This design comes from an exercise in tuning for small area, a short achievable clock period and few clock cycles per item on the open sky130 flow, not from production work.
Function was checked by simulation only, so behaviour that the tests miss may differ from the original.
Power and IR drop assume default switching activity.

`flow/flow/run.sh`:
```
#!/bin/bash
export BUFFER_PORTS_ARGS="-buffer_cell sky130_fd_sc_hd__buf_2"
bash standard.sh > standard.log 2>&1
```
`flow/standard.sh`:
```
#!/bin/bash
# synth_recipe.tcl (not shown) runs the flow's synth.tcl, then flattens the netlist and writes it again
# the make line also repeats each setting of config.mk as NAME=value (left out here)
make -C /OpenROAD-flow-scripts/flow DESIGN_CONFIG=/design/flow/config.mk WORK_HOME=/design/flow/orfs CLKGATE_MAP_FILE= SYNTH_SCRIPT=/design/flow/synth_recipe.tcl "${@:-finish}"
```
`flow/config.mk`:
```
export PLATFORM = sky130hd
export DESIGN_NAME = cpu16
export DESIGN_NICKNAME = cpu16
export VERILOG_FILES = /design/flow/design.v
export SDC_FILE = /design/flow/constraint.sdc
export NUM_CORES = 4
export LEC_CHECK = 0
export CAP_MARGIN = 20
export CORE_MARGIN = 2
export CORE_UTILIZATION = 25
export PLACE_DENSITY = 0.45
export SETUP_SLACK_MARGIN = 2.0
export SLEW_MARGIN = 20
```
`flow/constraint.sdc`:
```
create_clock -name core_clock -period 8.0 [get_ports {clk}]
set_input_delay 1.6000 -clock core_clock [delete_from_list [all_inputs] [get_ports {clk}]]
set_output_delay 1.6000 -clock core_clock [all_outputs]
set_load 0.01 [all_outputs]
```
`flow/design.v`:
```
module cpu16 (
    input  wire         clk,
    input  wire         rst,           
    input  wire [15:0]  reset_pc,
    input  wire [15:0]  reset_sp,
    input  wire         step_valid,
    input  wire         step_irq,      
    input  wire [7:0]   step_vector,
    output wire         step_ready,
    output wire         step_done,
    output wire [127:0] regs,          
    output wire [15:0]  sr_out,
    output wire         halted,
    output wire [1:0]   fault_kind,
    output wire [15:0]  fault_pc,
    output wire [16:0]  fault_info,
    output reg          mem_req,
    output reg          mem_we,
    output reg  [15:0]  mem_addr,
    output reg  [15:0]  mem_wdata,
    output reg  [1:0]   mem_be,
    input  wire [15:0]  mem_rdata,
    input  wire         mem_ready
);
    localparam [1:0] F_ILLEGAL = 2'd1, F_RANGE = 2'd2, F_IMMUTABLE = 2'd3;
    localparam [3:0] M_IDLE  = 4'd0,  M_EX    = 4'd1,  M_MV2   = 4'd2,  M_MV3   = 4'd3;
    localparam [3:0] M_MV3F  = 4'd4,  M_PUSHW = 4'd5,  M_POPW  = 4'd6,  M_POP6  = 4'd7;
    localparam [3:0] M_NOTW  = 4'd8,  M_JSRW  = 4'd9,  M_RTE2  = 4'd10, M_INTPC = 4'd11;
    localparam [3:0] M_INTSR = 4'd12, M_INTV  = 4'd13, M_WB    = 4'd14;
    localparam [3:0] M_BRX   = 4'd15;
    localparam [3:0] A_ADD = 4'd0, A_SUB = 4'd1, A_LSL = 4'd2, A_LSR = 4'd3;
    localparam [3:0] A_AND = 4'd4, A_OR  = 4'd5, A_XOR = 4'd6, A_NOT = 4'd7;
    localparam [3:0] A_MOV = 4'd8;
    reg [127:0] rf;
    reg [15:0]  sr;
    reg [15:0]  ir;         
    reg [15:0]  t;          
    reg [3:0]   ms;
    reg [1:0]   fkind;
    reg         done_r;
    reg         fbad;       
    reg [1:0]   mvhl;       
    wire        hlt = |fkind;
    wire [15:0] r6  = rf[111:96];
    wire [15:0] r7  = rf[127:112];
    reg  st_idle, st_ex, st_mv2;      
    reg  st_wb, st_brx;
    wire [4:0] op = ir[15:11];
    function [15:0] decr(input [15:0] x, input a2, input a4);
        reg c;
        integer i, j;
        begin
            decr[0] = x[0];
            decr[1] = x[1] ^ a2;
            for (i = 2; i < 16; i = i + 1) begin
                c = 1'b1;
                for (j = 2; j < i; j = j + 1)
                    c = c & !x[j];
                decr[i] = x[i] ^ (c & (a4 | (a2 & !x[1])));
            end
        end
    endfunction
    localparam integer PD_W = 27;
    function [PD_W-1:0] predec(input [15:0] w);
        reg [4:0] o;
        reg mv, f2, f0, ill;
        reg [2:0] am, dmd;
        begin
            o  = w[15:11];
            mv = (o == 5'd0);
            f2 = (o >= 5'd3) && (o <= 5'd10);
            f0 = (o == 5'd28) || (o == 5'd30);
            if (o == 5'd31)
                ill = 1'b1;
            else if (f0)
                ill = (w[10:0] != 11'd0);
            else if (f2)
                ill = (w[7:5] > 3'd5) || (!w[7] && (w[4:3] != 2'd0));
            else if (mv)
                ill = (!w[10] && !w[9]) || (w[8:6] > 3'd5) || (w[5:3] > 3'd5) ||
                      (w[5:3] == 3'd4) || (w[8] && w[5]);
            else
                ill = (w[10:8] > 3'd5) || (!w[10] && (w[7:3] != 5'd0)) ||
                      ((o == 5'd29) && (w[10:8] != 3'd4));
            am  = mv ? w[8:6] : (f2 ? w[7:5] : w[10:8]);
            dmd = mv ? w[5:3] : w[10:8];
            predec = {
                !(f2 && w[10:8] == 3'd7 && o != 5'd4) && !(o == 5'd2 && w[2:0] == 3'd6) &&
                !(o == 5'd2 && w[2:0] == 3'd7) && !(mv && w[2:0] == 3'd7),
                mv && (w[8:6] == 3'd0 || w[8:6] == 3'd4) && (w[5:3] == 3'd0) && (w[2:0] != 3'd7),
                mv,                                               
                (o == 5'd1),                                      
                (o == 5'd2),                                      
                f2,                                               
                (o == 5'd4),                                      
                (o == 5'd11),                                     
                (o >= 5'd12) && (o <= 5'd25),                     
                (o == 5'd26) || (o == 5'd27),                     
                (o == 5'd28),                                     
                (o == 5'd30),                                     
                ((o >= 5'd12) && (o <= 5'd17)) || (o == 5'd24) || (o == 5'd26),  
                ill,                                              
                am,                                               
                dmd,                                              
                f2 ? w[10:8] : w[2:0],                            
                (am == 3'd1) || (am == 3'd3),                     
                (am == 3'd0) || (am == 3'd4),                     
                (f2 && (am == 3'd0 || am == 3'd4) && !(w[10:8] == 3'd7 && o != 5'd4)) ||
                ((o >= 5'd12) && (o <= 5'd25) && (am == 3'd0 || am == 3'd4)) ||
                ((o == 5'd11) && am == 3'd0 && w[2:0] != 3'd7),
                (((o >= 5'd12) && (o <= 5'd17)) || (o == 5'd24)) && am == 3'd0};
        end
    endfunction
    reg  [PD_W-1:0] pd;
    reg  [2:0]      ra_r;    
    reg  [15:0]     tgt_r;   
    reg  [7:0]      ra_oh, rd_oh;
    wire c_move = pd[24];
    wire c_push = pd[23];
    wire c_pop  = pd[22];
    wire c_f2   = pd[21];
    wire c_cmp  = pd[20];
    wire c_not  = pd[19];
    wire c_br   = pd[18];
    wire c_sub  = pd[17];
    wire c_rts  = pd[16];
    wire c_rte  = pd[15];
    wire c_rel  = pd[14];
    wire illegal1 = pd[13];
    wire [2:0] amode = pd[12:10];
    wire [2:0] dmode = pd[9:7];
    wire [2:0] rd    = pd[6:4];
    wire       sfx   = pd[3];
    wire       am_nb = pd[2];
    wire [2:0] ra    = ra_r;
    wire       mv_h = ir[10];
    wire       mv_l = ir[9];
    wire [2:0] sm   = ir[8:6];
    wire [2:0] dm   = ir[5:3];
    wire ext_illegal = !sm[2] && !dm[2] && (t[15:3] != 13'd0);
    wire [15:0] abs_s = c_f2 ? {11'd0, ir[4:0]} : {8'd0, ir[7:0]};
    wire [15:0] pce = r7;
    wire [15:0] r7_arch = decr(r7, st_ex, st_mv2);
    wire pce_ffff = (r7 == 16'hFFFF);
    reg  [15:0] A, D;
    integer m;
    always @(*) begin
        A = {16{ra_oh[7]}} & pce;
        D = {16{rd_oh[7]}} & pce;
        for (m = 0; m < 7; m = m + 1) begin
            A = A | ({16{ra_oh[m]}} & rf[16*m +: 16]);
            D = D | ({16{rd_oh[m]}} & rf[16*m +: 16]);
        end
    end
    wire        a_m4 = (amode == 3'd1) && c_push && (ra == 3'd6);
    wire [15:0] Aadj = addc(A, amode == 3'd1, a_m4);
    wire [15:0] Dadj = addc(D, dmode == 3'd1, 1'b0);
    wire [15:0] spm2 = addc(r6, 1'b1, 1'b0);
    wire [15:0] spp2 = addc(r6, 1'b0, 1'b0);
    function [15:0] addc(input [15:0] x, input dec, input m4);
        reg [15:0] p;
        reg c;
        integer i, j;
        begin
            p = x ^ {16{dec}};
            addc[0] = x[0];
            addc[1] = x[1] ^ !m4;
            for (i = 2; i < 16; i = i + 1) begin
                c = 1'b1;
                for (j = 2; j < i; j = j + 1)
                    c = c & p[j];
                addc[i] = x[i] ^ (c & (m4 | p[1]));
            end
        end
    endfunction
    reg [7:0] e0001, e0003, efffd, effff;
    integer q;
    always @(*) begin
        for (q = 0; q < 7; q = q + 1) begin
            e0001[q] = (rf[16*q +: 16] == 16'h0001);
            e0003[q] = (rf[16*q +: 16] == 16'h0003);
            efffd[q] = (rf[16*q +: 16] == 16'hFFFD);
            effff[q] = (rf[16*q +: 16] == 16'hFFFF);
        end
        e0001[7] = (r7 == 16'h0001);
        e0003[7] = (r7 == 16'h0003);
        efffd[7] = (r7 == 16'hFFFD);
        effff[7] = pce_ffff;
    end
    wire a_0001 = e0001[ra];
    wire a_ffff = effff[ra];
    wire a_0003 = e0003[ra];
    wire d_0001 = e0001[rd];
    wire d_0003 = e0003[rd];
    wire d_fffd = efffd[rd];
    wire d_ffff = effff[rd];
    wire sp_0001 = (r6 == 16'h0001);
    wire sp_0003 = (r6 == 16'h0003);
    wire sp_fffd = (r6 == 16'hFFFD);
    wire sp_ffff = (r6 == 16'hFFFF);
    wire t_ffff = (t == 16'hFFFF);
    localparam integer AS_PCE = 0, AS_AADJ = 1, AS_A = 2, AS_DADJ = 3, AS_D = 4;
    localparam integer AS_SPM2 = 5, AS_SP = 6, AS_ABS = 7, AS_T = 8, AS_IR = 9, AS_TGT = 10;
    localparam integer SS_A = 0, SS_IMM = 1, SS_T = 2, SS_RD = 3, SS_SPM2 = 4;
    localparam integer DS_D = 0, DS_R7 = 1, DS_M2 = 2;
    wire [10:0] src_as = (amode == 3'd1) ? (11'd1 << AS_AADJ) :
                         (amode == 3'd5) ? (c_move ? (11'd1 << AS_T) : (11'd1 << AS_ABS)) :
                                           (11'd1 << AS_A);
    wire       src_bad = (amode == 3'd1) ? a_0001 : (amode == 3'd5) ? (c_move && t_ffff) : a_ffff;
    wire fc = sr[0], fz = sr[1], fn = sr[2];
    wire lt = fn ^ fc;
    reg  cond;
    always @(*) begin
        case (op)
            5'd12, 5'd18: cond = fz;
            5'd13, 5'd19: cond = !fz;
            5'd14, 5'd20: cond = lt;
            5'd15, 5'd21: cond = !lt;
            5'd16, 5'd22: cond = fz || lt;
            5'd17, 5'd23: cond = !fz && !lt;
            default:      cond = 1'b1;
        endcase
    end
    wire [2:0] tgt_ds = c_rel ? (3'd1 << DS_R7) : 3'd0;
    reg [3:0] f2_op;
    always @(*) begin
        case (op)
            5'd3:       f2_op = A_ADD;
            5'd4, 5'd5: f2_op = A_SUB;
            5'd6:       f2_op = A_LSL;
            5'd7:       f2_op = A_LSR;
            5'd8:       f2_op = A_AND;
            5'd9:       f2_op = A_OR;
            default:    f2_op = A_XOR;
        endcase
    end
    function [13:0] dpc(input [3:0] st, input [PD_W-1:0] p, input [15:0] w, input [2:0] rs);
        reg [4:0] ss_;
        reg [2:0] ds_, am;
        reg [3:0] ao, f2o;
        reg md, hs, nb, rl;
        begin
            am = p[12:10]; nb = p[2]; rl = p[14];
            case (w[15:11])
                5'd3:       f2o = A_ADD;
                5'd4, 5'd5: f2o = A_SUB;
                5'd6:       f2o = A_LSL;
                5'd7:       f2o = A_LSR;
                5'd8:       f2o = A_AND;
                5'd9:       f2o = A_OR;
                default:    f2o = A_XOR;
            endcase
            ss_ = 5'd1 << SS_RD; ds_ = 3'd1 << DS_D; ao = A_MOV; md = 1'b0; hs = 1'b0;
            case (st)
                M_EX: begin
                    if (p[24]) begin
                    end else if (p[21] || p[18]) begin
                        if (nb) ss_ = (am == 3'd0) ? (5'd1 << SS_A) : (5'd1 << SS_IMM);
                        if (p[21]) begin
                            ao = nb ? f2o : A_MOV;
                        end else begin
                            ao  = rl ? A_ADD : A_MOV;
                            ds_ = rl ? (3'd1 << DS_R7) : 3'd0;
                        end
                    end else if (p[17]) begin
                        ao  = rl ? A_ADD : A_MOV;
                        ds_ = rl ? (3'd1 << DS_R7) : 3'd0;
                        if (nb) ss_ = (am == 3'd0) ? (5'd1 << SS_A) : (5'd1 << SS_IMM);
                    end else if (p[23]) begin
                        if (nb) ss_ = (am == 3'd4) ? (5'd1 << SS_IMM) :
                                      (rs == 3'd6)  ? (5'd1 << SS_SPM2) : (5'd1 << SS_A);
                    end else if (p[19]) begin
                        ao = A_NOT;
                        if (am == 3'd0) ss_ = 5'd1 << SS_A;
                    end
                end
                M_MV2: begin
                    if (!w[5]) begin
                        if (w[8:6] == 3'd0 || w[8:6] == 3'd4) begin
                            ss_ = (w[8:6] == 3'd0) ? (5'd1 << SS_A) : (5'd1 << SS_T);
                            md  = (w[5:3] == 3'd0);
                        end
                    end else if (w[8:6] == 3'd0) begin
                        ss_ = 5'd1 << SS_A;
                    end
                end
                M_MV3, M_MV3F: begin hs = 1'b1; ss_ = 5'd1 << SS_T; end
                M_PUSHW, M_POPW, M_NOTW: ss_ = 5'd1 << SS_T;
                M_WB: begin
                    ss_ = 5'd1 << SS_T;
                    ao  = p[21] ? f2o : A_MOV;
                    md  = p[24];
                end
                M_BRX: begin ss_ = 5'd1 << SS_T; ao = A_ADD; ds_ = 3'd1 << DS_R7; end
                M_JSRW: begin
                    ss_ = 5'd1 << SS_T;
                    ao  = rl ? A_ADD : A_MOV;
                    ds_ = 3'd1 << DS_R7;
                end
                default: ;
            endcase
            dpc = {ss_, ds_, ao, md, hs};
        end
    endfunction
    reg  [13:0] dp_r;
    wire [4:0]  ssr      = dp_r[13:9];
    wire [2:0]  dsr      = dp_r[8:6];
    wire [3:0]  alu_opr  = dp_r[5:2];
    wire        merge_dr = dp_r[1];
    wire        hl_srcr  = dp_r[0];
    function [16:0] bsc(input [3:0] st, input [PD_W-1:0] p, input [15:0] w, input [2:0] rs);
        reg [10:0] a_, sa;
        reg [2:0] ws_, am;
        reg rd_, wr_, by_;
        begin
            am = p[12:10];
            sa = (am == 3'd1) ? (11'd1 << AS_AADJ) :
                 (am == 3'd5) ? (p[24] ? (11'd1 << AS_T) : (11'd1 << AS_ABS)) : (11'd1 << AS_A);
            a_ = 11'd1 << AS_PCE; ws_ = 3'b001; rd_ = 1'b0; wr_ = 1'b0; by_ = 1'b0;
            case (st)
                M_EX: begin
                    if (p[24]) begin
                        rd_ = 1'b1;
                    end else if (p[21] || p[18]) begin
                        if (!p[2]) begin rd_ = 1'b1; a_ = sa; end
                    end else if (p[17]) begin
                        if (p[2]) begin wr_ = 1'b1; a_ = 11'd1 << AS_SPM2; ws_ = 3'b010; end
                        else begin rd_ = 1'b1; a_ = sa; end
                    end else if (p[23]) begin
                        if (p[2]) begin
                            wr_ = 1'b1; a_ = 11'd1 << AS_SPM2;
                        end else begin
                            rd_ = 1'b1;
                            a_ = (am == 3'd1) ? (11'd1 << AS_AADJ) :
                                 (am == 3'd5) ? (11'd1 << AS_ABS) :
                                 (rs == 3'd6) ? (11'd1 << AS_SPM2) : (11'd1 << AS_A);
                        end
                    end else if (p[22]) begin
                        if (am != 3'd4) begin rd_ = 1'b1; a_ = 11'd1 << AS_SP; end
                    end else if (p[19]) begin
                        if (am != 3'd0 && am != 3'd4) begin rd_ = 1'b1; a_ = sa; end
                    end else if (p[16] || p[15]) begin
                        rd_ = 1'b1; a_ = 11'd1 << AS_SP;
                    end else begin
                        wr_ = 1'b1; a_ = 11'd1 << AS_SPM2; ws_ = 3'b010;
                    end
                end
                M_MV2: begin
                    if (!w[5]) begin
                        if (w[8:6] == 3'd0 || w[8:6] == 3'd4) begin
                            if (w[5:3] != 3'd0) begin
                                wr_ = 1'b1; by_ = 1'b1;
                                a_ = (w[5:3] == 3'd1) ? (11'd1 << AS_DADJ) : (11'd1 << AS_D);
                            end
                        end else begin
                            rd_ = 1'b1; a_ = sa;
                        end
                    end else if (w[8:6] == 3'd0) begin
                        wr_ = 1'b1; by_ = 1'b1; a_ = 11'd1 << AS_T;
                    end else begin
                        rd_ = 1'b1; a_ = sa;
                    end
                end
                M_MV3: begin
                    wr_ = 1'b1; by_ = 1'b1;
                    a_ = (w[5:3] == 3'd1) ? (11'd1 << AS_DADJ) : (11'd1 << AS_D);
                end
                M_MV3F:  begin wr_ = 1'b1; by_ = 1'b1; a_ = 11'd1 << AS_IR; end
                M_PUSHW: begin wr_ = 1'b1; a_ = 11'd1 << AS_SPM2; end
                M_POPW: begin
                    wr_ = 1'b1;
                    a_ = (am == 3'd1) ? (11'd1 << AS_DADJ) :
                         (am == 3'd5) ? (11'd1 << AS_ABS) : (11'd1 << AS_D);
                end
                M_NOTW: begin
                    wr_ = 1'b1;
                    a_ = (am == 3'd5) ? (11'd1 << AS_ABS) : (11'd1 << AS_A);
                end
                M_JSRW, M_INTPC: begin wr_ = 1'b1; a_ = 11'd1 << AS_SPM2; ws_ = 3'b010; end
                M_INTSR: begin wr_ = 1'b1; a_ = 11'd1 << AS_SPM2; ws_ = 3'b100; end
                M_RTE2:  begin rd_ = 1'b1; a_ = 11'd1 << AS_SP; end
                M_INTV:  begin rd_ = 1'b1; a_ = 11'd1 << AS_ABS; end
                default: ;
            endcase
            bsc = {a_, ws_, rd_, wr_, by_};
        end
    endfunction
    reg  [16:0] bs_r;
    wire        brtk  = st_ex && c_br && am_nb && cond;    
    wire [10:0] as_f  = brtk ? (c_rel ? (11'd1 << AS_TGT) :
                                (amode == 3'd4) ? (11'd1 << AS_ABS) : (11'd1 << AS_A)) : bs_r[16:6];
    wire [2:0]  ws_f  = bs_r[5:3];
    wire        brd_f = bs_r[2];
    wire        bwr_f = bs_r[1];
    wire        bby_f = bs_r[0];
    reg        bad;               
    reg        f_now;
    reg [1:0]  f_kind;
    reg        fin;               
    reg [3:0]  nms;
    reg        wg;  reg [2:0] wgi; reg [2:0] wgd;   
    reg        wsp; reg wspd;                       
    reg        wpcr;                                
    reg        wpcv;                                
    reg        wpcm;                                
    reg [1:0]  wts;                                 
    reg        wfl, wsr;
    reg        wt, wirt, wmv;
    wire [1:0] hl    = hl_srcr ? mvhl : {mv_h, mv_l};
    wire       hl_w  = c_move || hl_srcr;     
    wire       be0   = !hl_w || hl[0];        
    wire       same  = (ra == rd);
    always @(*) begin
        bad = 1'b0; f_now = 1'b0; f_kind = F_RANGE; fin = 1'b0; nms = M_IDLE;
        wg = 1'b0; wgi = rd; wgd = 3'b001;
        wsp = 1'b0; wspd = 1'b0; wpcr = 1'b0; wpcv = 1'b0; wpcm = 1'b0; wts = 2'd1;
        wfl = 1'b0; wsr = 1'b0; wt = 1'b0; wirt = 1'b0; wmv = 1'b0;
        case (ms)
            M_IDLE: ;
            M_EX: begin
                if (c_move) begin
                    bad = pce_ffff;
                    wt = 1'b1;
                    nms = M_MV2;
                end else if (c_f2 || c_br) begin
                    fin = 1'b1;
                    if (!am_nb) begin
                        bad = src_bad;
                        wg = sfx; wgi = ra; wgd = 3'b010;
                    end
                    if (c_f2) begin
                        if (am_nb) begin
                            wg = !c_cmp; wgi = rd; wgd = 3'b001;
                            wfl = 1'b1;
                        end else begin
                            wt = 1'b1;
                            fin = 1'b0; nms = M_WB;
                        end
                    end else begin
                        if (am_nb) begin
                            wpcr = cond;
                        end else if (c_rel) begin
                            wt = 1'b1; wts = 2'd3;
                            fin = 1'b0; nms = M_BRX;
                        end else begin
                            wpcm = cond;
                        end
                    end
                end else if (c_sub) begin
                    if (am_nb) begin
                        bad = sp_0001;
                        wsp = 1'b1; wspd = 1'b0;
                        wpcr = 1'b1;
                        fin = 1'b1;
                    end else begin
                        bad = src_bad ||
                              ((ra == 3'd6 && amode == 3'd1) ? sp_0003 :
                               (ra == 3'd6 && amode == 3'd3) ? sp_ffff : sp_0001);
                        wt = 1'b1; wts = c_rel ? 2'd3 : 2'd1;
                        wg = sfx; wgi = ra; wgd = 3'b010;
                        nms = M_JSRW;
                    end
                end else if (c_push) begin
                    if (am_nb) begin
                        bad = sp_0001;
                        wsp = 1'b1; wspd = 1'b0;
                        wfl = 1'b1;
                        fin = 1'b1;
                    end else begin
                        if (amode == 3'd1) begin
                            bad = (ra == 3'd6) ? sp_0003 : a_0001;
                        end else if (amode == 3'd5) begin
                            bad = 1'b0;
                        end else begin
                            bad = (ra == 3'd6) ? sp_0001 : a_ffff;
                        end
                        bad = bad || sp_0001;
                        wt = 1'b1;
                        wg = sfx && (ra != 3'd6); wgi = ra; wgd = 3'b010;
                        nms = M_PUSHW;
                    end
                end else if (c_pop) begin
                    if (amode == 3'd4) begin
                        f_now = 1'b1; f_kind = sp_ffff ? F_RANGE : F_IMMUTABLE;
                    end else if (amode == 3'd0) begin
                        bad = sp_ffff;
                        wt = 1'b1;
                        wsp = (rd != 3'd6); wspd = 1'b1;
                        nms = M_WB;
                    end else begin
                        bad = sp_ffff || ((amode == 3'd1) ? d_0001 : (amode == 3'd5) ? 1'b0 : d_ffff);
                        wt = 1'b1;
                        nms = M_POPW;
                    end
                end else if (c_not) begin
                    if (amode == 3'd0) begin
                        wg = 1'b1; wgi = rd; wgd = 3'b001;
                        wfl = 1'b1;
                        fin = 1'b1;
                    end else if (amode == 3'd4) begin
                        f_now = 1'b1; f_kind = F_IMMUTABLE;
                    end else begin
                        bad = src_bad;
                        wt = 1'b1; wts = 2'd2;
                        wg = (amode == 3'd1); wgi = ra; wgd = 3'b010;
                        nms = M_NOTW;
                    end
                end else if (c_rts) begin
                    bad = sp_ffff;
                    wpcm = 1'b1;
                    wsp = 1'b1; wspd = 1'b1;
                    fin = 1'b1;
                end else if (c_rte) begin
                    bad = sp_ffff || sp_fffd;
                    wsr = 1'b1;
                    wsp = 1'b1; wspd = 1'b1;
                    nms = M_RTE2;
                end else begin
                    wsp = 1'b1; wspd = 1'b0;
                    nms = M_INTSR;
                    bad = sp_0001 || sp_0003;
                end
                if (fbad || illegal1) begin
                    f_now = 1'b1; f_kind = fbad ? F_RANGE : F_ILLEGAL;
                end
            end
            M_MV2: begin
                if (!dm[2]) begin
                    if (sm == 3'd0 || sm == 3'd4) begin
                        wfl = 1'b1;
                        fin = 1'b1;
                        if (dm == 3'd0) begin
                            wg = 1'b1; wgi = rd; wgd = 3'b001;
                        end else begin
                            bad = ((dm == 3'd1) ? d_0001 : d_ffff) && be0;
                            wg = (dm != 3'd2); wgi = rd; wgd = 3'b100;
                        end
                    end else begin
                        wg = sfx; wgi = ra; wgd = 3'b010;
                        if (dm == 3'd0) begin
                            bad = src_bad;
                            wt = 1'b1;
                            nms = M_WB;
                        end else begin
                            bad = src_bad || (be0 &&
                                  ((same && sm == 3'd1) ? ((dm == 3'd1) ? d_0003 : d_0001) :
                                   (same && sm == 3'd3) ? ((dm == 3'd1) ? d_ffff : d_fffd) :
                                                          ((dm == 3'd1) ? d_0001 : d_ffff)));
                            wt = 1'b1;
                            wmv = 1'b1;
                            nms = M_MV3;
                        end
                    end
                end else begin
                    if (sm == 3'd0) begin
                        bad = t_ffff && be0;
                        wfl = 1'b1;
                        fin = 1'b1;
                    end else begin
                        bad = src_bad || (t_ffff && be0);
                        wg = sfx; wgi = ra; wgd = 3'b010;
                        wt = 1'b1;
                        wirt = 1'b1; wmv = 1'b1;
                        nms = M_MV3F;
                    end
                end
                if (ext_illegal) begin
                    f_now = 1'b1; f_kind = F_ILLEGAL;
                end
            end
            M_MV3: begin
                wg = (dm != 3'd2); wgi = rd; wgd = 3'b100;
                wfl = 1'b1;
                fin = 1'b1;
            end
            M_MV3F: begin
                wfl = 1'b1;
                fin = 1'b1;
            end
            M_PUSHW: begin
                wfl = 1'b1;
                if (ra == 3'd6 && amode == 3'd1) begin
                    wg = 1'b1; wgi = 3'd6; wgd = 3'b010;
                end else if (!(ra == 3'd6 && amode == 3'd3)) begin
                    wsp = 1'b1; wspd = 1'b0;
                end
                fin = 1'b1;
            end
            M_POPW: begin
                wfl = 1'b1;
                fin = 1'b1;
                if (rd == 3'd6 && amode != 3'd5) begin
                    if (amode == 3'd2) begin
                        wsp = 1'b1; wspd = 1'b1;
                    end else if (amode == 3'd3) begin
                        wg = 1'b1; wgi = 3'd6; wgd = 3'b100;
                        fin = 1'b0; nms = M_POP6;
                    end
                end else begin
                    wg = sfx && (amode != 3'd5); wgi = rd; wgd = 3'b100;
                    wsp = 1'b1; wspd = 1'b1;
                end
            end
            M_WB: begin
                wg = !c_cmp; wgi = rd; wgd = 3'b001;
                wfl = 1'b1;
                if (c_pop && rd == 3'd6) begin
                    nms = M_POP6;
                end else begin
                    fin = 1'b1;
                end
            end
            M_POP6: begin
                wsp = 1'b1; wspd = 1'b1;
                fin = 1'b1;
            end
            M_NOTW: begin
                wfl = 1'b1;
                wg = (amode == 3'd3); wgi = ra; wgd = 3'b010;
                fin = 1'b1;
            end
            M_BRX: begin
                wpcr = cond;
                fin = 1'b1;
            end
            M_JSRW: begin
                wsp = 1'b1; wspd = 1'b0;
                wpcr = 1'b1;
                fin = 1'b1;
            end
            M_RTE2: begin
                wpcm = 1'b1;
                wsp = 1'b1; wspd = 1'b1;
                fin = 1'b1;
            end
            M_INTPC: begin
                wsp = 1'b1; wspd = 1'b0;
                nms = M_INTSR;
                bad = sp_0001 || sp_0003;
            end
            M_INTSR: begin
                wsp = 1'b1; wspd = 1'b0;
                nms = M_INTV;
            end
            M_INTV: begin
                wpcv = 1'b1;
                fin = 1'b1;
            end
            default: ;
        endcase
        if (bad && !f_now) begin
            f_now = 1'b1; f_kind = F_RANGE;
        end
    end
    wire [15:0] imm8 = c_f2 ? {11'd0, ir[4:0]} : c_rel ? {{8{ir[7]}}, ir[7:0]} : {8'd0, ir[7:0]};
    wire [15:0] s = ({16{ssr[SS_A]}}    & A) |
                    ({16{ssr[SS_IMM]}}  & imm8) |
                    ({16{ssr[SS_T]}}    & t) |
                    ({16{ssr[SS_SPM2]}} & spm2);
    wire [15:0] d = ({16{dsr[DS_D]}}    & D) |
                    ({16{dsr[DS_R7]}}   & r7_arch) |
                    16'd0;
    wire        is_sub = (alu_opr == A_SUB);
    wire [16:0] sum    = {1'b0, d} + {1'b0, s ^ {16{is_sub}}} + {16'd0, is_sub};
    wire        lsl = (alu_opr == A_LSL);
    wire        sh_big = (s[15:5] != 11'd0) || (s[4] && (s[3:0] != 4'd0));
    reg  [15:0] d_rev;
    integer k;
    always @(*) for (k = 0; k < 16; k = k + 1) d_rev[k] = d[15 - k];
    wire [15:0] sh_in  = lsl ? d_rev : d;
    wire [16:0] sh_out = {sh_in, 1'b0} >> s[4:0];
    reg  [15:0] sh_rev;
    always @(*) for (k = 0; k < 16; k = k + 1) sh_rev[k] = sh_out[16 - k];
    wire [15:0] sh_r = sh_big ? 16'd0 : (lsl ? sh_rev : sh_out[16:1]);
    wire        sh_c = !sh_big && sh_out[0];
    wire mv_hi = !hl_w || hl[1] || !merge_dr;    
    wire mv_lo = !hl_w || hl[0] || !merge_dr;
    reg [3:0] tt_hi, tt_lo;
    always @(*) begin
        case (alu_opr)
            A_AND:   begin tt_hi = 4'b1000; tt_lo = 4'b1000; end
            A_OR:    begin tt_hi = 4'b1110; tt_lo = 4'b1110; end
            A_XOR:   begin tt_hi = 4'b0110; tt_lo = 4'b0110; end
            A_NOT:   begin tt_hi = 4'b0101; tt_lo = 4'b0101; end
            default: begin
                tt_hi = mv_hi ? 4'b1010 : 4'b1100;
                tt_lo = mv_lo ? 4'b1010 : 4'b1100;
            end
        endcase
    end
    reg [15:0] lg;
    always @(*)
        for (k = 0; k < 16; k = k + 1)
            lg[k] = (k >= 8) ? tt_hi[{d[k], s[k]}] : tt_lo[{d[k], s[k]}];
    wire sel_sum = (alu_opr == A_ADD) || is_sub;
    wire sel_sh  = (alu_opr == A_LSL) || (alu_opr == A_LSR);
    wire [15:0] res = sel_sum ? sum[15:0] : sel_sh ? sh_r : lg;
    wire        res_c = sel_sum ? (sum[16] ^ is_sub) : sel_sh ? sh_c : 1'b0;
    wire mv_byte_h = hl_w && hl[1] && !hl[0];
    wire mv_byte_l = hl_w && !hl[1] && hl[0];
    wire z_hi = (res[15:8] == 8'd0);
    wire z_lo = (res[7:0] == 8'd0);
    wire [2:0] flags = {mv_byte_l ? res[7] : res[15],
                        (mv_byte_l || z_hi) && (mv_byte_h || z_lo),
                        res_c};
    wire active = !st_idle;
    wire slot_f = st_idle ||
                  (st_ex && !fbad && !illegal1 && pd[1] && !(cond && pd[0])) ||
                  (st_mv2 && pd[25] && !ext_illegal) ||
                  (st_wb && pd[26]) ||
                  (st_brx && !cond);
    wire slot   = !hlt && slot_f;
    wire f_req  = !step_irq && !rd_bad;            
    assign step_ready = hlt || (slot && (mem_ready || !f_req));
    wire accept = step_valid && step_ready && !hlt;
    wire [15:0] new_ir = step_irq ? {5'd29, 3'd4, step_vector} : mem_rdata;
    wire [PD_W-1:0] pd_new = predec(new_ir);
    wire rd_bad = (as_f[AS_PCE]  && pce_ffff) || (as_f[AS_AADJ] && (a_m4 ? a_0003 : a_0001)) ||
                  (as_f[AS_A]    && a_ffff)   || (as_f[AS_DADJ] && d_0001) ||
                  (as_f[AS_D]    && d_ffff)   || (as_f[AS_SPM2] && sp_0001) ||
                  (as_f[AS_SP]   && sp_ffff)  || (as_f[AS_T]    && t_ffff) ||
                  (as_f[AS_IR]   && (ir == 16'hFFFF)) || (as_f[AS_TGT]  && (tgt_r == 16'hFFFF));
    wire [15:0] addr_bus = ({16{as_f[AS_PCE]}}  & pce) |
                           ({16{as_f[AS_AADJ]}} & Aadj) |
                           ({16{as_f[AS_A]}}    & A) |
                           ({16{as_f[AS_DADJ]}} & Dadj) |
                           ({16{as_f[AS_D]}}    & D) |
                           ({16{as_f[AS_SPM2]}} & spm2) |
                           ({16{as_f[AS_SP]}}   & r6) |
                           ({16{as_f[AS_ABS]}}  & abs_s) |
                           ({16{as_f[AS_T]}}    & t) |
                           ({16{as_f[AS_IR]}}   & ir) |
                           ({16{as_f[AS_TGT]}}  & tgt_r);
    always @(*) begin
        mem_req   = slot ? (step_valid && f_req) :
                    (active && ((brd_f && !rd_bad) || (bwr_f && !f_now)));
        mem_we    = bwr_f;
        mem_addr  = addr_bus;
        mem_wdata = ({16{ws_f[0]}} & s) | ({16{ws_f[1]}} & pce) | ({16{ws_f[2]}} & sr);
        mem_be    = (bby_f && hl_w) ? hl : 2'b11;
    end
    wire acc_ok = !(brd_f || bwr_f) || mem_ready;
    wire go     = active && !f_now && acc_ok;
    wire [15:0] rd_m2 = mem_rdata - 16'd2;
    wire [15:0] wbus = ({16{wgd[0]}} & res) | ({16{wgd[1]}} & Aadj) | ({16{wgd[2]}} & Dadj);
    wire [15:0] spv = wspd ? spp2 : spm2;
    wire [15:0] r7_p2 = addr_bus + 16'd2;    
    wire [8:0]  tg_lo = {1'b0, addr_bus[7:0]} + {1'b0, mem_rdata[7:0]};
    wire [7:0]  tg_hi = (tg_lo[8] == mem_rdata[7]) ? addr_bus[15:8] :
                        mem_rdata[7] ? addr_bus[15:8] - 8'd1 : addr_bus[15:8] + 8'd1;
    always @(posedge clk)
        tgt_r <= {tg_hi, tg_lo[7:0]};
    wire [15:0] r7_n = rst ? reset_pc :
                       (active && f_now) ? r7_arch :
                       (accept && !step_irq) ? r7_p2 :             
                       !go ? r7 :
                       (st_ex && c_move) ? r7_p2 :                 
                       wpcr ? res :
                       wpcm ? mem_rdata :
                       (wg && wgi == 3'd7) ? wbus :
                       wpcv ? {8'd0, mem_rdata[15:8]} : r7;
    always @(posedge clk)
        rf[127:112] <= r7_n;
    genvar g;
    generate
        for (g = 0; g < 7; g = g + 1) begin : g_rf
            always @(posedge clk) begin
                if (rst) begin
                    if (g == 6) rf[16*g +: 16] <= reset_sp;
                    else             rf[16*g +: 16] <= 16'd0;
                end else if (go) begin
                    if (wg && wgi == g)
                        rf[16*g +: 16] <= wbus;
                    else if (g == 6 && wsp)
                        rf[16*g +: 16] <= spv;
                end
            end
        end
    endgenerate
    always @(posedge clk) begin
        if (rst || (active && (f_now || (go && fin)) && !accept))
            bs_r <= bsc(M_IDLE, pd, ir, ra_r);
        else if (accept)
            bs_r <= bsc(step_irq ? M_INTPC : M_EX, pd_new, new_ir, new_ir[2:0]);
        else if (go)
            bs_r <= bsc(nms, pd, ir, ra_r);
    end
    always @(posedge clk) begin
        if (accept)
            dp_r <= dpc(step_irq ? M_INTPC : M_EX, pd_new, new_ir, new_ir[2:0]);
        else if (go && !fin)
            dp_r <= dpc(nms, pd, ir, ra_r);
    end
    wire [3:0] ms_n = rst ? M_IDLE :
                      accept ? (step_irq ? M_INTPC : M_EX) :
                      (active && f_now) ? M_IDLE :
                      go ? (fin ? M_IDLE : nms) : ms;
    always @(posedge clk) begin
        ms      <= ms_n;
        st_idle <= (ms_n == M_IDLE);
        st_ex   <= (ms_n == M_EX);
        st_mv2  <= (ms_n == M_MV2);
        st_wb   <= (ms_n == M_WB);
        st_brx  <= (ms_n == M_BRX);
    end
    always @(posedge clk) begin
        if (rst) begin
            sr     <= 16'd0;
            fkind  <= 2'd0;
            done_r <= 1'b0;
            fbad   <= 1'b0;
        end else begin
            done_r <= 1'b0;
            if (active && f_now) begin
                fkind  <= f_kind;
                done_r <= 1'b1;
            end else if (go) begin
                if (wsr) sr <= mem_rdata;
                else if (wfl) sr[2:0] <= flags;
                if (fin)
                    done_r <= 1'b1;
            end
            if (hlt && step_valid)
                done_r <= 1'b1;
            if (accept)
                fbad <= !step_irq && rd_bad;
        end
    end
    always @(posedge clk) begin
        if (accept) begin
            ir   <= new_ir;
            pd   <= pd_new;
            ra_r <= new_ir[2:0];
            ra_oh <= 8'd1 << new_ir[2:0];
            rd_oh <= 8'd1 << (pd_new[21] ? new_ir[10:8] : new_ir[2:0]);
        end else if (go) begin
            if (wt)   t <= (wts == 2'd0) ? res : (wts == 2'd1) ? mem_rdata :
                             (wts == 2'd2) ? ~mem_rdata : rd_m2;
            if (wirt) ir <= t;
            if (st_ex && c_move && !dm[2]) begin
                ra_r  <= mem_rdata[2:0];
                ra_oh <= 8'd1 << mem_rdata[2:0];
            end
            if (wmv)  mvhl <= {mv_h, mv_l};
        end
    end
    assign regs       = {r7_arch, rf[111:0]};
    assign sr_out     = sr;
    assign halted     = hlt;
    assign fault_kind = fkind;
    assign fault_pc   = hlt ? r7 : 16'd0;
    assign fault_info = {fkind == F_RANGE, fkind[0] ? ir : 16'd0};
    assign step_done  = done_r;
endmodule
```
==> results.py, run 1 <==
metrics = {
    "critical_path": {
        "critical_path_class": "reg2out",
        "cp-start-kind": "register",
        "critPathArrivalTime_ns": 4.37,
        "cp_max_fo": 6,
        "cpLargestDelayFamily": "simple AND/OR/NAND/NOR gates",
        "required_ns": 6.40,
        "cp-end-kind": "output port",
        "cpPeakStageDelay_ns": 0.56,
        "rrSetupSlack_ns": 2.09,
        "cpMaxStageDelayCell": "nor4_1",
        "worstPathCellList": "nor4_1 > nand4_1 > nor4b_1 > nor4_2 > o31ai_2 > nor2b_1 > a211oi_1 > o31ai_2 > a21oi_2 > nand3_1 > o21ai_0 > buf_2",
        "crit_path_frequent_cell": "o31ai_2",
        "crit_buf_inv": 1,
    },
    "timing": {
        "slew_viol_final": 0,
        "fin_setup_tns_ns": 0,
        "timing.final.crit_share": 0.747,
        "hold_violations": 0,
        "rsz0062_at_grt": "yes",
        "clock_skew_ns": 0.0213,
        "finalCriticalPeriod_ns": 5.97,
        "worstMarginPinSlew_ns": 1.19,
        "slew_headroom": 0.206,
        "max_freq_mhz": 167,
        "setup_viol": 0,
    },
    "global_routing": {
        "grt_overflow": 0,
        "antenna_found_initial": 6,
        "grt_pass1_wl_um": 235000,
        "top_usage_layer": "met2",
        "grt_pass1_vias": 28600,
        "grt_use_total": 0.305,
        "grtUsageMet2": 0.453,
        "met3_usage": 0.0652,
        "met1_usage": 0.416,
        "grt_max_degree": 117,
    },
    "power": {
        "leakagePower_nw": 12.2,
        "power_density_nw_per_um2": 504,
        "seqPwrFrac": 0.169,
        "irDropWorstVdd_v": 0.000200,
        "netSwitchingFraction": 0.587,
        "p_int_w": 0.00656,
        "comb_power_share": 0.715,
        "p_sw_w": 0.00931,
        "p_clk_frac": 0.116,
    },
    "synthesis": {
        "synth_nets": 3480,
        "synth-async-reset-ratio": 0,
        "netlist_instances": 3381,
        "synth_edf_count": 124,
        "yosysWarnings": 1,
        "synth-seq-cells": 281,
        "synthesis.area_um2": 26300,
        "seq_area_frac_synth": 0.261,
        "synth_cell_types": 127,
        "avgSynthCellArea_um2": 7.78,
        "synth_top_flop_cell": "dfxtp_1",
    },
    "clock_tree": {
        "clock-root-buffer": "clkbuf_16",
        "hold_buffers": 0,
        "ctsLongestPathBuffers": 3,
        "cts_inserted_buffers": 38,
        "cts_sinks": 281,
        "tritoncts": "yes",
        "clkLatencyLatePin_ns": 0.61,
        "htreeDepth": 2,
        "clkTransAtPathRegs_ns": 0.06,
    },
    "placed_design": {
        "finalWeightedCongestion": 1.02,
        "io_buffers": 278,
        "dp_hpwl_um": 132000,
    },
    "final_layout": {
        "fin_util": 0.300,
        "finalNetCount": 3731,
        "layout.cells.most_common_list": "nor2_1 (352), nand2_1 (316), buf_2 (277)",
        "synthToLayoutAreaGrowth_pct": 19.6,
        "layout-drive-gt1-share": 0.200,
        "final_common_cell": "nor2_1",
    },
    "die": {
        "ios": 279,
        "initial_core_util": 0.251,
        "die_height_um": 328,
        "floorplan.rows": 119,
        "die_w_um": 328,
        "die_area_um2": 108000,
        "fp.coreArea_um2": 105000,
    },
    "route": {
        "drt-initial-drc-count": 4990,
        "drtAntennaViolNets": 0,
        "drc": 0,
        "dr.pass1.iters": 7,
        "vias_per_cell": 6.27,
        "via_count": 31700,
        "routed_wl_um": 172000,
        "wl_per_cell_um": 34.0,
    },
    "job": {
        "drv_cap": 0,
    },
    "run_status": {
        "outcome": "complete, no violations",
    },
    "hold_path": {
        "hp-class": "reg2reg",
    },
}
==> worst register-to-register path, cell delays in order, from the launching register on <==
cell and delay (ns):
edfxtp_1 0.62, buf_4 0.33, a22oi_1 0.20, nand4_1 0.53, a221oi_1 0.48, o211ai_2 0.31
nor3_1 0.66, nand3_4 0.25, nor3_1 0.73, a221oi_1 0.38, o21ai_1 0.89, mux2i_1 0.20
a21oi_1 0.19
==> per-layer routing <==
layer,vias up,part of all wire
li1,13400,-
met1,15700,0.41
met2,2273,0.42
met3,425,0.11
met4,8,0.059
met5,-,0.00033
==> synth_stat cells (22+ instances only) <==
cell type	n	area (um2)
o211ai_1	32	240
dfxtp_1	157	3140
and2_1	49	307
xnor2_1	86	753
a221oi_1	28	245
o22ai_1	26	163
a211oi_1	45	338
nor2_1	354	1330
a22o_1	25	219
nand2b_1	44	275
nand2_1	317	1190
mux2i_1	151	1510
a222oi_1	23	230
a31oi_1	49	307
ha_1	35	438
nand4_1	91	569
o21ai_0	145	726
or3_1	29	181
a21oi_1	213	1070
o31ai_1	26	195
nand3_1	77	385
a21o_1	29	218
edfxtp_1	124	3720
inv_1	99	372
nor4_1	58	363
or2_2	22	138
a22oi_1	176	1320
clkbuf_1	175	657
xor2_1	51	447
nor3_1	99	495
buf_2	58	290
nor2b_1	23	144
==> worst paths after layout <==
path,startpoint,to,cells after the start
hold reg to reg,sr[9],sr[9],2
setup reg to reg,rf[127],rf[104],12
hold / removal,sr[9],sr[9],2
setup / recovery,rf[10],mem_req,12
==> power groups by stage <==
stage / Sequential (W) / Clock, W / Combinational [W]
after floorplan: 0.00219 / 0 / 0.00641
after global placement: 0.00286 / 0 / 0.0103
after detailed placement: 0.00285 / 0 / 0.0102
after CTS: 0.00267 / 0.00186 / 0.0107
after global routing: 0.00266 / 0.00192 / 0.0117
final: 0.00268 / 0.00184 / 0.0113
==> metrics by stage <==
step	std cells	power [W]	hold slack [ns]	instance area, um2	worst slack [ns]
floorplan	3381	0.00860	0.459	26300	2.58
global placement	4884	0.0132	0.475	29100	1.63
detailed placement	4884	0.0131	0.485	29100	1.64
CTS	5020	0.0152	0.492	31000	1.91
global route	5053	0.0163	0.510	31500	1.85
finish	5055	0.0159	0.485	31500	2.03
==> state kept, by name, summed over array words and instances, names as in the netlist, 4 cells and up <==
name and count:
sr 16, dp_r 12, ra_oh 8, rf 128
bs_r 16, tgt_r 16, ir 16, pd 27
rd_oh 8, ms 4, t 16
==> area by class of cell <==
| cell class | count | area, um2 |
|---|---|---|
| Fill cell | 11400 | 73400 |
| Multi-Input combinational cell | 2708 | 18000 |
| Sequential cell | 281 | 6870 |
| Timing Repair Buffer | 498 | 3120 |
| Tap cell | 1391 | 1740 |
| Clock buffer | 51 | 1090 |
| Inverter | 105 | 394 |
| Clock inverter | 19 | 199 |
| Antenna cell | 2 | 5.00 |
==> kinds of logic (layout without fill, tap and decap cells) <==
group | count (synthesis) | after routing | synth area share
other | 0 | 2 | 0
DFF | 281 | 281 | 0.261
muxes | 162 | 162 | 0.0634
adders and majority gates | 38 | 38 | 0.0189
buffers and inverters | 392 | 673 | 0.0664
AOI/OAI and AO/OA | 1061 | 1061 | 0.290
xor gates and xnor gates | 139 | 139 | 0.0471
and+or+nand+nor | 1308 | 1308 | 0.253
==> timing repair <==
item / CTS / global route
buffers inserted: 66 / 33
gates resized for setup: 20 / 31
endpoints found under the setup margin: 40 / 41
pin swaps: 11 / 7
endpoints found under the hold margin: 0 / 0
Testbench counts, summed over its fixed seeds: cycles 92,534, steps 54,336.
==> inputs of run 2 (changes only) <==
--- a/flow/config.mk
+++ b/flow/config.mk
@@ -9,5 +9,5 @@
 export CORE_MARGIN = 2
 export CORE_UTILIZATION = 25
 export PLACE_DENSITY = 0.45
-export SETUP_SLACK_MARGIN = 2.0
+export SETUP_SLACK_MARGIN = 2.5
 export SLEW_MARGIN = 20
==> results.py, run 2 <==
metrics = {
    "run_status": {
        "outcome": "complete, no violations",
    },
    "route": {
        "drc": 0,
        "drtAntennaViolNets": 0,
        "vias_per_cell": 6.22,
        "via_count": 32200,
        "wl_per_cell_um": 33.7,
        "routed_wl_um": 174000,
        "drt-initial-drc-count": 5070,
        "dr.pass1.iters": 7,
    },
    "die": {
        "ios": 279,
        "initial_core_util": 0.251,
        "fp.coreArea_um2": 105000,
        "floorplan.rows": 119,
        "die_area_um2": 108000,
        "die_w_um": 328,
        "die_height_um": 328,
    },
    "synthesis": {
        "synth-async-reset-ratio": 0,
        "synth-seq-cells": 281,
        "synthesis.area_um2": 26300,
        "synth_nets": 3480,
        "seq_area_frac_synth": 0.261,
        "synth_edf_count": 124,
        "synth_top_area_share": 0.142,
        "yosysTopAreaCell": "edfxtp_1",
        "netlist_instances": 3381,
        "synth_cell_types": 127,
        "synth_most_common_cell": "nor2_1",
        "yosysWarnings": 1,
        "yosys-top-cells-area": "edfxtp_1 (14%), dfxtp_1 (12%), mux2i_1 (5.7%)",
        "avgSynthCellArea_um2": 7.78,
        "synth_top_flop_cell": "dfxtp_1",
        "ys_top_cells_by_count": "nor2_1 (354), nand2_1 (317), a21oi_1 (213), a22oi_1 (176), clkbuf_1 (175)",
    },
    "clock_tree": {
        "clkTransAtPathRegs_ns": 0.06,
        "ctsLongestPathBuffers": 3,
        "clock-root-buffer": "clkbuf_16",
        "tritoncts": "yes",
        "cts_sinks": 281,
        "cts_inserted_buffers": 38,
        "clkLatencyLatePin_ns": 0.62,
        "hold_buffers": 0,
        "htreeDepth": 2,
    },
    "timing": {
        "worstMarginPinSlew_ns": 1.24,
        "fin_setup_tns_ns": 0,
        "clock_skew_ns": 0.0240,
        "slew_headroom": 0.168,
        "hold_violations": 0,
        "rsz0062_at_grt": "yes",
        "finalCriticalPeriod_ns": 5.60,
        "slew_viol_final": 0,
        "setup_viol": 0,
        "timing.final.crit_share": 0.700,
        "max_freq_mhz": 178,
        "setup_ws_ns": 2.40,
    },
    "power": {
        "leakagePower_nw": 13.0,
        "irDropWorstVdd_v": 0.000184,
        "power_density_nw_per_um2": 508,
    },
    "global_routing": {
        "antenna_found_initial": 4,
        "grt_use_total": 0.310,
        "grt_pass1_vias": 29300,
        "top_usage_layer": "met2",
        "grt_max_degree": 117,
        "grt_pass1_wl_um": 239000,
        "grtUsageMet2": 0.459,
        "grt_overflow": 0,
        "met3_usage": 0.0687,
        "met1_usage": 0.420,
    },
    "final_layout": {
        "largest_reg_flops": 128,
        "stdcell_area_um2": 33000,
        "layout.cells.most_common_list": "nor2_1 (350), buf_4 (335), nand2_1 (314)",
        "synthToLayoutAreaGrowth_pct": 25.5,
        "regMostFlops": "rf",
        "layout-drive-gt1-share": 0.249,
        "final_common_cell": "nor2_1",
        "fillers": 11300,
        "finalNetCount": 3858,
        "biggestRegsByFlops": "rf: 128 flops, pd: 27 flops",
    },
    "hold_path": {
        "min_from": "sr[9]",
        "hold_end": "sr[9]",
        "hold_path_depth": 2,
        "hp-class": "reg2reg",
    },
    "critical_path": {
        "critPathArrivalTime_ns": 4.00,
        "critical_path_class": "reg2out",
        "rrSetupSlack_ns": 2.56,
        "reg2reg_depth": 22,
        "r2r-end": "sr[1]",
        "required_ns": 6.40,
        "cp_max_fo": 6,
        "rr_startpoint": "rf[113]",
        "cp-end-kind": "output port",
        "cp-start-kind": "register",
    },
    "placed_design": {
        "io_buffers": 278,
        "finalWeightedCongestion": 1.02,
        "dp_hpwl_um": 132000,
        "place_ws_ns": 1.64,
        "placed_cell_area_um2": 29100,
    },
    "job": {
        "drv_cap": 0,
    },
}
-- run 2: routing by layer --
metal  up-vias  share of wire
met5         -       0.000097
met4         2          0.064
met3       477           0.11
met2      2347           0.42
met1     15800           0.41
li1      13600              -
-- run 2: timing repair --
item,4_1_cts,5_1_grt
pin swaps,35,42
gates resized for setup,116,69
setup buffers,171,55
setup endpoints to repair,119,43
-- run 2: cell type report --
class / count / area (um2) / area share
clock inverter: 19 / 199 / 0.00602
tap: 1391 / 1740 / 0.0527
sequential: 281 / 6890 / 0.209
inverter: 105 / 400 / 0.0121
multi-input combinational: 2708 / 18600 / 0.563
timing repair buffer: 625 / 4110 / 0.124
clock buffer: 51 / 1090 / 0.0331
antenna: 1 / 2.50 / 0.0000758
-- run 2: worst max-delay path by stage --
stage               depth (start not counted)           end  slack (ns)    start
floorplan                                  16          t[0]        2.58   ir[13]
global placement                           19         sr[1]        1.63   rf[98]
detailed placement                         19         sr[1]        1.64   rf[98]
CTS                                        12  mem_addr[15]        2.39  rf[118]
global route                               15       mem_req        2.30  rf[119]
finish                                     12       mem_req        2.40   rf[95]
-- run 2: worst max-delay path, stage by stage, from the launching register on --
cell      delay, ns
dfxtp_1        0.53
nand4_1        0.30
nor4_4         0.52
nand3_1        0.15
a211oi_2       0.33
nand4_1        0.25
o22ai_1        0.23
a22oi_1        0.13
o31ai_4        0.41
a21oi_2        0.14
nand3_1        0.11
o21ai_1        0.11
buf_2          0.17
-- run 2: kinds of logic (layout without fill, tap and decap cells) --
group           after synthesis  in the layout  share of synthesized area
mux                         162            162                     0.0634
xor+xnor                    139            139                     0.0471
other cells                   0              1                          0
compound gates             1061           1061                      0.290
buf+inv                     392            800                     0.0664
simple gates               1308           1308                      0.253
fa+ha+maj                    38             38                     0.0189
flops                       281            281                      0.261
-- run 2: power by group --
| group | leakage [nW] | switching [W] | internal [W] |
|---|---|---|---|
| sequential | 2.46 | 0.000636 | 0.00196 |
| clock | 0.635 | 0.000783 | 0.00107 |
| combinational | 9.91 | 0.00822 | 0.00410 |
-- run 2: stage by stage --
| stage | power, W | utilization | cells | hold slack, ns |
|---|---|---|---|---|
| detailed placement | 0.0131 | 0.278 | 4884 | 0.485 |
| floorplan | 0.00860 | - | 3381 | 0.459 |
| CTS | 0.0158 | 0.308 | 5125 | 0.492 |
| global placement | 0.0132 | 0.278 | 4884 | 0.475 |
| global route | 0.0172 | 0.315 | 5180 | 0.510 |
| finish | 0.0168 | 0.315 | 5181 | 0.487 |
==> inputs of run 3 (changes only) <==
==> flow/flow/run.sh (replaced) <==
#!/bin/bash
export BUFFER_PORTS_ARGS="-buffer_cell sky130_fd_sc_hd__buf_1"
bash standard.sh > standard.log 2>&1
--- a/flow/config.mk
+++ b/flow/config.mk
@@ -9,5 +9,5 @@
 export CORE_MARGIN = 2
 export CORE_UTILIZATION = 25
 export PLACE_DENSITY = 0.45
-export SETUP_SLACK_MARGIN = 2.5
+export SETUP_SLACK_MARGIN = 2.0
 export SLEW_MARGIN = 20
==> results.py, run 3 <==
metrics = {
    "final_layout": {
        "regMostFlops": "rf",
        "largest_reg_flops": 128,
        "final_common_cell": "nor2_1",
        "fillers": 11500,
        "fin_cells": 5057,
        "biggestRegsByFlops": "rf: 128 flops, pd: 27 flops",
        "seqCellArea_um2": 6870,
        "finalNetCount": 3732,
        "multi_input_area_um2": 18000,
        "stdcell_area_um2": 31100,
        "layout-drive-gt1-share": 0.126,
        "synthToLayoutAreaGrowth_pct": 18.0,
        "layout.cells.most_common_list": "nor2_1 (352), nand2_1 (316), buf_1 (275)",
    },
    "clock_tree": {
        "clkLatencyLatePin_ns": 0.61,
        "cts_inserted_buffers": 38,
        "cts_sinks": 281,
        "hold_buffers": 0,
        "ctsLongestPathBuffers": 3,
        "htreeDepth": 2,
        "tritoncts": "yes",
        "clkTransAtPathRegs_ns": 0.07,
        "clock-root-buffer": "clkbuf_16",
    },
    "power": {
        "p_clk_frac": 0.115,
        "netSwitchingFraction": 0.591,
        "p_sw_w": 0.00924,
        "seqPwrFrac": 0.171,
        "p_int_w": 0.00638,
        "leakagePower_nw": 11.2,
        "irDropWorstVdd_v": 0.000212,
        "power_density_nw_per_um2": 503,
        "comb_power_share": 0.714,
    },
    "global_routing": {
        "grt_pass1_wl_um": 232000,
        "grt_use_total": 0.301,
        "grt_max_degree": 68,
        "grt_pass1_vias": 28600,
        "grt_overflow": 0,
        "antenna_found_initial": 6,
    },
    "synthesis": {
        "seq_area_frac_synth": 0.261,
        "synth_most_common_cell": "nor2_1",
        "yosysTopAreaCell": "edfxtp_1",
        "yosysWarnings": 1,
        "ys_top_cells_by_count": "nor2_1 (354), nand2_1 (317), a21oi_1 (213), a22oi_1 (176), clkbuf_1 (175)",
        "synth_top_area_share": 0.142,
        "synth-async-reset-ratio": 0,
        "synth_cell_types": 127,
        "synthesis.area_um2": 26300,
        "synth_edf_count": 124,
        "yosys-top-cells-area": "edfxtp_1 (14%), dfxtp_1 (12%), mux2i_1 (5.7%)",
        "avgSynthCellArea_um2": 7.78,
        "synth_top_flop_cell": "dfxtp_1",
        "synth-seq-cells": 281,
        "synth_nets": 3480,
        "netlist_instances": 3381,
    },
    "route": {
        "drc": 0,
        "routed_wl_um": 169000,
        "drtAntennaViolNets": 0,
        "wl_per_cell_um": 33.4,
        "drt-initial-drc-count": 4788,
        "via_count": 31500,
        "vias_per_cell": 6.24,
        "dr.pass1.iters": 8,
    },
    "hold_path": {
        "min_from": "sr[15]",
        "hold_end": "sr[15]",
        "hp-class": "reg2reg",
        "hold_path_depth": 2,
    },
    "placed_design": {
        "dp_hpwl_um": 131000,
        "dpl.cell_count": 4902,
        "placed_cell_area_um2": 28900,
        "finalWeightedCongestion": 1.02,
        "io_buffers": 278,
    },
    "critical_path": {
        "r2r-end": "rf[120]",
        "cpPeakStageDelay_ns": 0.56,
        "cpMaxStageDelayCell": "o221ai_2",
        "required_ns": 6.40,
        "rrSetupSlack_ns": 2.20,
        "cp-end-kind": "output port",
        "rr_startpoint": "pd[23]",
        "cp_max_fo": 9,
        "cp-start-kind": "register",
        "critPathArrivalTime_ns": 4.41,
        "critical_path_class": "reg2out",
        "reg2reg_depth": 12,
        "worstPathCellList": "buf_4 > a22oi_1 > nand4_4 > nor3_1 > a31o_2 > o2111a_1 > xor2_1 > a21oi_1 > o221ai_2 > buf_1",
    },
    "timing": {
        "rsz0062_at_grt": "yes",
        "timing.final.crit_share": 0.751,
        "slew_viol_final": 0,
        "setup_viol": 0,
        "slew_headroom": 0.140,
        "clock_skew_ns": 0.0253,
        "worstMarginPinSlew_ns": 1.28,
        "finalCriticalPeriod_ns": 6.01,
        "max_freq_mhz": 167,
        "hold_violations": 0,
        "fin_setup_tns_ns": 0,
    },
    "die": {
        "ios": 279,
        "fp.coreArea_um2": 105000,
        "floorplan.rows": 119,
        "die_area_um2": 108000,
        "die_height_um": 328,
        "initial_core_util": 0.251,
        "die_w_um": 328,
    },
    "run_status": {
        "outcome": "complete, no violations",
    },
    "job": {
        "drv_cap": 0,
    },
}
-- run 3: final cells by class --
class	count	share of cell area
clock inverters	14	0.00375
well taps	1391	0.0560
inverters	105	0.0127
multi-input cells	2708	0.580
repair buffers	499	0.0884
clock buffers	56	0.0375
flip-flops and latches	281	0.221
diodes	3	0.000242
-- run 3: layer usage --
layer  wire length [um]  GRT usage  vias to the layer above  part of all wire
met3              19400     0.0797                      465              0.11
met2              70400      0.442                     2255              0.42
met1              68100      0.397                    15400              0.40
li1                   -          -                    13400                 -
met4              11200      0.167                        0             0.066
met5                  0   0.000887                        -                 0
-- run 3: kinds of logic after synthesis --
logic type | after synthesis | synth area share
AOI/OAI and AO/OA | 1061 | 0.290
xor gates and xnor gates | 139 | 0.0471
adders and majority gates | 38 | 0.0189
buffers and inverters | 392 | 0.0664
DFF | 281 | 0.261
muxes | 162 | 0.0634
and+or+nand+nor | 1308 | 0.253
-- run 3: repair_timing --
item / in CTS / in global routing
setup endpoints to repair: 47 / 42
setup buffers: 57 / 25
cloned: 0 / 0
pin swaps: 6 / 6
endpoints found under the hold margin: 0 / 0
gates resized for setup: 20 / 32
-- run 3: through the flow --
stage	util	power, W	hold WS, ns	setup WS [ns]
floorplan	-	0.00860	0.459	2.58
global placement	0.275	0.0131	0.461	1.52
detailed placement	0.276	0.0130	0.466	1.46
CTS	0.293	0.0150	0.474	1.77
global route	0.296	0.0161	0.503	1.92
finish	0.296	0.0156	0.473	1.99
-- run 3: how the worst max path moves through the flow --
stage	startpoint	end	cells past startpoint
2_1_floorplan	ir[13]	t[0]	16
3_3_place_gp	rf[98]	sr[1]	19
3_5_place_dp	rf[98]	sr[1]	19
4_1_cts	rf[59]	mem_req	11
5_1_grt	rf[19]	mem_req	12
6_report	rf[119]	mem_addr[14]	10
-- run 3: power groups by stage --
stage,combinational (W),sequential [W],clock [W]
3_5_place_dp,0.0102,0.00280,0
4_1_cts,0.0106,0.00266,0.00181
2_1_floorplan,0.00641,0.00219,0
3_3_place_gp,0.0103,0.00281,0
5_1_grt,0.0116,0.00266,0.00186
6_report,0.0112,0.00267,0.00179
-- run 3: worst max-delay path: cells and delay by family (launching register included) --
kind            cells  cell delay (ns)
buf+inv             2             0.49
simple gates        2             0.67
flops               1             0.51
compound gates      5             1.60
xor+xnor            1             0.50
==> inputs of run 4 (changes only) <==
--- a/flow/config.mk
+++ b/flow/config.mk
@@ -9,5 +9,5 @@
 export CORE_MARGIN = 2
 export CORE_UTILIZATION = 25
 export PLACE_DENSITY = 0.45
-export SETUP_SLACK_MARGIN = 2.0
+export SETUP_SLACK_MARGIN = 2.75
 export SLEW_MARGIN = 20
==> results.py, run 4 <==
metrics = {
    "critical_path": {
        "crit_path_frequent_cell": "buf_6",
        "critical_path_class": "reg2out",
        "cpMaxStageDelayCell": "edfxtp_1",
        "cp-start-kind": "register",
        "cp_max_fo": 6,
        "reg2reg_depth": 19,
        "cp-end-kind": "output port",
        "required_ns": 6.40,
        "rrSetupSlack_ns": 2.72,
        "critPathArrivalTime_ns": 4.01,
        "crit_cells": 11,
        "cpLargestDelayFamily": "compound AO/OA/AOI/OAI gates",
        "worstPathCellList": "buf_6 > a22oi_1 > nand4_1 > mux2i_2 > a2111oi_4 > o21ai_1 > xor2_1 > o221ai_2 > a21oi_2 > inv_2 > buf_6",
        "crit_buf_inv": 3,
        "cpPeakStageDelay_ns": 0.54,
    },
    "synthesis": {
        "avgSynthCellArea_um2": 7.78,
        "synth_cell_types": 127,
        "synthesis.area_um2": 26300,
        "synth_top_flop_cell": "dfxtp_1",
        "synth_edf_count": 124,
        "synth-seq-cells": 281,
        "yosys-top-cells-area": "edfxtp_1 (14%), dfxtp_1 (12%), mux2i_1 (5.7%)",
        "synth-async-reset-ratio": 0,
        "synth_most_common_cell": "nor2_1",
        "ys_top_cells_by_count": "nor2_1 (354), nand2_1 (317), a21oi_1 (213), a22oi_1 (176), clkbuf_1 (175)",
        "seq_area_frac_synth": 0.261,
        "synth_top_area_share": 0.142,
        "netlist_instances": 3381,
        "yosysWarnings": 1,
        "yosysTopAreaCell": "edfxtp_1",
        "synth_nets": 3480,
    },
    "final_layout": {
        "synthToLayoutAreaGrowth_pct": 29.2,
        "largest_reg_flops": 128,
        "final_common_cell": "buf_4",
        "biggestRegsByFlops": "rf: 128 flops, pd: 27 flops",
        "finalNetCount": 3944,
        "layout-drive-gt1-share": 0.217,
        "layout.cells.most_common_list": "buf_4 (397), nor2_1 (348), nand2_1 (311)",
        "regMostFlops": "rf",
        "fillers": 11400,
        "fin_cells": 5267,
    },
    "clock_tree": {
        "clock-root-buffer": "clkbuf_16",
        "clkLatencyLatePin_ns": 0.63,
        "htreeDepth": 2,
        "cts_sinks": 281,
        "cts_inserted_buffers": 38,
        "ctsLongestPathBuffers": 3,
        "clkTransAtPathRegs_ns": 0.06,
        "hold_buffers": 0,
        "tritoncts": "yes",
    },
    "global_routing": {
        "grt_max_degree": 65,
        "grt_overflow": 0,
        "grt_pass1_vias": 29400,
        "grt_pass1_wl_um": 239000,
        "antenna_found_initial": 10,
        "grt_use_total": 0.309,
    },
    "run_status": {
        "outcome": "complete, no violations",
    },
    "timing": {
        "timing.final.crit_share": 0.702,
        "clock_skew_ns": 0.0372,
        "hold_ws_ns": 0.476,
        "rsz0062_at_grt": "yes",
        "finalCriticalPeriod_ns": 5.61,
        "slew_viol_final": 0,
        "worstMarginPinSlew_ns": 1.15,
        "slew_headroom": 0.224,
        "hold_violations": 0,
        "setup_viol": 0,
        "max_freq_mhz": 178,
        "fin_setup_tns_ns": 0,
    },
    "power": {
        "p_total_w": 0.0175,
        "leakagePower_nw": 12.6,
        "power_density_nw_per_um2": 514,
        "irDropWorstVdd_v": 0.000282,
    },
    "die": {
        "initial_core_util": 0.251,
        "floorplan.rows": 119,
        "die_area_um2": 108000,
        "die_w_um": 328,
        "fp.coreArea_um2": 105000,
        "die_height_um": 328,
        "ios": 279,
    },
    "placed_design": {
        "finalWeightedCongestion": 1.01,
        "dp_hpwl_um": 131000,
        "io_buffers": 278,
        "dpl.cell_count": 4890,
    },
    "route": {
        "wl_met1_um": 70300,
        "wl_per_cell_um": 33.4,
        "routed_wl_um": 176000,
        "drtAntennaViolNets": 0,
        "drt-initial-drc-count": 5217,
        "via_count": 32900,
        "top_layer": "met5",
        "drc": 0,
        "vias_per_cell": 6.24,
        "wl_met2_um": 73100,
        "dr.pass1.iters": 10,
        "dr_wl_met3_um": 21300,
    },
    "hold_path": {
        "hp-class": "reg2reg",
        "hold_path_depth": 2,
    },
    "job": {
        "drv_cap": 0,
    },
}
==> run 4: final cells by class <==
cell class                      count  area, um2  area share
Multi-Input combinational cell   2709      19100       0.563
Sequential cell                   281       6900       0.203
Timing Repair Buffer              710       4610       0.136
Tap cell                         1391       1740      0.0512
Clock buffer                       50       1060      0.0311
Inverter                          105        407      0.0120
Clock inverter                     20        159     0.00467
Antenna cell                        1       2.50   0.0000736
==> run 4: cells by family (layout without fill, tap and decap cells) <==
logic type,after synthesis,count (layout),share of synthesized area
buf+inv,392,885,0.0664
other cells,0,1,0
mux,162,162,0.0634
fa+ha+maj,38,38,0.0189
xor+xnor,139,139,0.0471
simple gates,1308,1308,0.253
flops,281,281,0.261
compound gates,1061,1062,0.290
==> run 4: timing repair <==
action                                  in CTS  in global routing
gates resized for setup                    159                171
endpoints found under the setup margin     141                 89
buffers inserted                           199                104
pin swaps                                   56                 82
gates cloned                                 2                  1
==> run 4: through the flow <==
step	instance area [um2]	util	setup slack (ns)
floorplan	26300	-	2.76
global placement	28800	0.274	1.66
detailed placement	28800	0.275	1.64
CTS	32400	0.309	2.55
global route	34000	0.324	2.33
finish	34000	0.324	2.39
==> run 4: worst min-delay path: cells and delay by family (launching register included) <==
| kind | cells | cell delay [ns] |
|---|---|---|
| flip-flops | 1 | 0.32 |
| AND/OR/NAND/NOR | 1 | 0.06 |
| AO/OA/AOI/OAI | 1 | 0.05 |
==> run 4: path summary, 6_finish.rpt <==
path | start | end
worst max register to register | rf[98] | sr[1]
worst min register to register | sr[7] | sr[7]
worst min-delay path | sr[7] | sr[7]
worst max-delay path | ra_oh[2] | mem_addr[15]
==> run 4: report_power, final <==
part           total [W]  switching, W  internal [W]
clock            0.00175      0.000773      0.000977
sequential       0.00264      0.000672       0.00196
combinational     0.0131       0.00854       0.00454
total             0.0175       0.00998       0.00748
==> run 4: per-layer routing <==
| metal | GRT usage | up-vias |
|---|---|---|
| met3 | 0.0754 | 541 |
| met1 | 0.415 | 16000 |
| met2 | 0.457 | 2524 |
| met4 | 0.160 | 4 |
| li1 | - | 13800 |
| met5 | 0 | - |

==> static timing again, ports no longer ideal <==
The flow's constraints put no driver on any port. The routed layouts listed below were extracted and timed again, unchanged, in two steps. Step 1, drivers: a clkbuf_16 drives clk and a buf_2 each remaining input, both assumed. Step 2, shift: input delay + t, output delay - t, t = (earliest + latest rising clock arrival at the registers) / 2. This alone moves slack from input paths to output paths. a / b / c = ideal / step 1 / step 2; a / b = the first two.
| run | shift t [ns] | slack for setup (ns) | clock arrival spread, ns |
|---|---|---|---|
| run 1 | 0.669 | 2.027 / 1.960 / 2.088 | 0.021 / 0.022 |
| run 2 | 0.677 | 2.396 / 2.330 / 2.124 | 0.024 / 0.024 |
| run 3 | 0.665 | 1.995 / 1.927 / 2.194 | 0.025 / 0.025 |
| run 4 | 0.678 | 2.387 / 2.316 / 2.258 | 0.037 / 0.037 |
After both steps every run listed still meets setup and hold. The setup slack of run 2, which loses most, moves by -0.066 ns with the drivers and by -0.272 ns with both steps.
